This design comes from an exercise in tuning for small area, a short achievable clock period and few clock cycles on the open sky130 flow, not from production work.
Function was checked by simulation only, so behaviour that the tests miss may differ from the original.

// dphy_tc
module dphy_tc (
    input  wire        clk,
    input  wire        rst,           
    input  wire        cmd_valid,
    output wire        cmd_ready,
    input  wire [31:0] cmd_data,
    output reg  [31:0] result,
    output reg         mmio_valid,
    output wire [15:0] mmio_addr,
    output reg  [31:0] mmio_data,
    output reg         rpt_valid,
    output wire [31:0] rpt_raw,
    output wire [31:0] rpt_rounded
);
Size: ~3300 cells after synthesis, roughly 180 I/O pins, about 26000 µm² of cells after synthesis.
export LEC_CHECK = 0
export ABC_AREA = 1
export CAP_MARGIN = 20
export CORE_MARGIN = 2
export CORE_UTILIZATION = 40
export CTS_BUF_LIST = sky130_fd_sc_hd__clkbuf_8
export PLACE_DENSITY = 0.6
export SLEW_MARGIN = 20
create_clock -name core_clock -period 10.0 [get_ports {clk}]
standard.sh (not shown) runs the stock make flow with config.mk's settings and CLKGATE_MAP_FILE= SYNTH_SCRIPT=/design/flow/synth_recipe.tcl, a recipe that flattens the netlist after the stock synthesis.
==> flow/flow/run.sh <==
#!/bin/bash
# Own layout flow: the standard flow (standard.sh runs the unchanged ORFS scripts from
# synthesis to the final layout), with two make settings added on its command line:
set -euo pipefail
bash standard.sh finish SETUP_SLACK_MARGIN=6.25 \
    "BUFFER_PORTS_ARGS=-buffer_cell sky130_fd_sc_hd__buf_2" > standard_flow.log 2>&1
Testbench counts at the start, summed over its fixed seeds: cycles 3,182.
Next try:
--- a/flow/config.mk
+++ b/flow/config.mk
@@ -10,5 +10,5 @@
 export CORE_MARGIN = 2
-export CORE_UTILIZATION = 40
+export CORE_UTILIZATION = 50
 export CTS_BUF_LIST = sky130_fd_sc_hd__clkbuf_8
-export PLACE_DENSITY = 0.6
+export PLACE_DENSITY = 0.65
 export SLEW_MARGIN = 20
The new run completed without violations.
Routed wire length grows by 2.9%.
Global-route usage came out higher by 9.9 points.
Critical path depth went up by 5.
Hold slack hardly moves.
Setup slack improves by 0.018 ns.

* * *

T:
Another version of the RTL of dphy_tc (not shown whole).
Size in the first run: about 3200 cells after synthesis, about 450 flip-flops.
clock: 10.0 ns
lec_check: 0
abc_area: 1
cap_margin: 20
core_margin: 2
core_utilization: 40
cts_buf_list: sky130_fd_sc_hd__clkbuf_8
place_density: 0.6
slew_margin: 20
==> flow/flow/run.sh <==
#!/bin/bash
# Own layout flow: the standard flow (standard.sh runs the unchanged ORFS scripts from
# synthesis to the final layout), with two make settings added on its command line:
set -euo pipefail
bash standard.sh finish SETUP_SLACK_MARGIN=6.75 \
    "BUFFER_PORTS_ARGS=-buffer_cell sky130_fd_sc_hd__buf_2" > standard_flow.log 2>&1
Testbench counts of T, summed over its fixed seeds: cycles 3,182.
For Q, these inputs were changed with respect to T:
--- a/flow/flow/run.sh
+++ b/flow/flow/run.sh
@@ -3,4 +3,4 @@
 # synthesis to the final layout), with two make settings added on its command line:
 set -euo pipefail
-bash standard.sh finish SETUP_SLACK_MARGIN=6.75 \
+bash standard.sh finish SETUP_SLACK_MARGIN=6.5 \
     "BUFFER_PORTS_ARGS=-buffer_cell sky130_fd_sc_hd__buf_2" > standard_flow.log 2>&1
Findings:
- The final layout from Q, which completed every stage, passed the timing, design-rule and antenna checks at the end of the flow.
- For non-clock buffer count, dividing the value from T by the value from Q gives 1.5.
- T was larger in final cell area than Q.
- Switching part of the total delta for Q relative to T: 0.25 points lower
- Area share of and/or/nand/nor cells after synthesis came out exactly the same in T and Q.

* * *

== v6 ==
dphy_tc, a different RTL version from the one above (not shown whole).
For scale: about 3300 cells after synthesis, roughly 180 I/O pins.
clock: 10.0 ns
lec_check: 0
abc_area: 1
cap_margin: 20
core_margin: 2
core_utilization: 40
cts_buf_list: sky130_fd_sc_hd__clkbuf_8
place_density: 0.6
slew_margin: 20
==> flow/flow/run.sh <==
#!/bin/bash
# Own layout flow: the standard flow (standard.sh runs the unchanged ORFS scripts from
# synthesis to the final layout), with two make settings added on its command line:
set -euo pipefail
bash standard.sh finish SETUP_SLACK_MARGIN=6.0 \
    "BUFFER_PORTS_ARGS=-buffer_cell sky130_fd_sc_hd__buf_2" > standard_flow.log 2>&1
v6 finished end to end and its layout was clean on timing, DRC and antenna.
Testbench counts of v6, summed over its fixed seeds: cycles 3,182.
For v7, these inputs were changed with respect to v6:
--- a/flow/flow/run.sh
+++ b/flow/flow/run.sh
@@ -5 +5 @@
-bash standard.sh finish SETUP_SLACK_MARGIN=6.0 \
+bash standard.sh finish SETUP_SLACK_MARGIN=6.25 \
Results
Higher layout overhead on the synthesized area among v6 and v7: v7
Total routing usage reported by global routing (v7 over v6): decrease, 0.21 points
Re setup fix buffers added after clock tree synthesis: v7 is 190% up on v6.
v7 vs v6: weighted congestion at the end of routability-driven global placement down
[diff] worst setup slack, v7 relative to v6: improvement

## port drivers added, routing unchanged
The flow's constraints put no driver on any port. The routed layouts listed below were extracted and timed again, unchanged, in two steps.
Step 1, drivers: a clkbuf_16 drives clk and a buf_2 each remaining input, both assumed.
Step 2 also shifts input and output timing later by t, the mid clock arrival at the registers, as if the neighbouring blocks saw the same clock.
a / b / c = no drivers / after step 1 / after step 2; a / b = the first two.
| run | t (ns) | setup slack, ns | worst hold slack (ns) |
|---|---|---|---|
| the first run of note 1 | 0.726 | 5.932 / 5.960 / 5.234 | 0.408 / 0.408 / 0.408 |
| the second run of note 1 | 0.760 | 5.950 / 5.985 / 5.226 | 0.410 / 0.410 / 0.410 |
| T | 0.747 | 6.346 / 6.376 / 5.629 | 0.418 / 0.418 / 0.418 |
| Q | 0.740 | 6.480 / 6.420 / 5.759 | 0.369 / 0.369 / 0.369 |
| v6 | 0.738 | 5.950 / 5.961 / 5.223 | 0.414 / 0.414 / 0.414 |
| v7 | 0.726 | 6.193 / 6.208 / 5.482 | 0.389 / 0.389 / 0.389 |
After both steps setup and hold are still met in every run listed. The setup slack of v6, which loses most, moves by +0.011 ns with the drivers and by -0.727 ns with both steps.
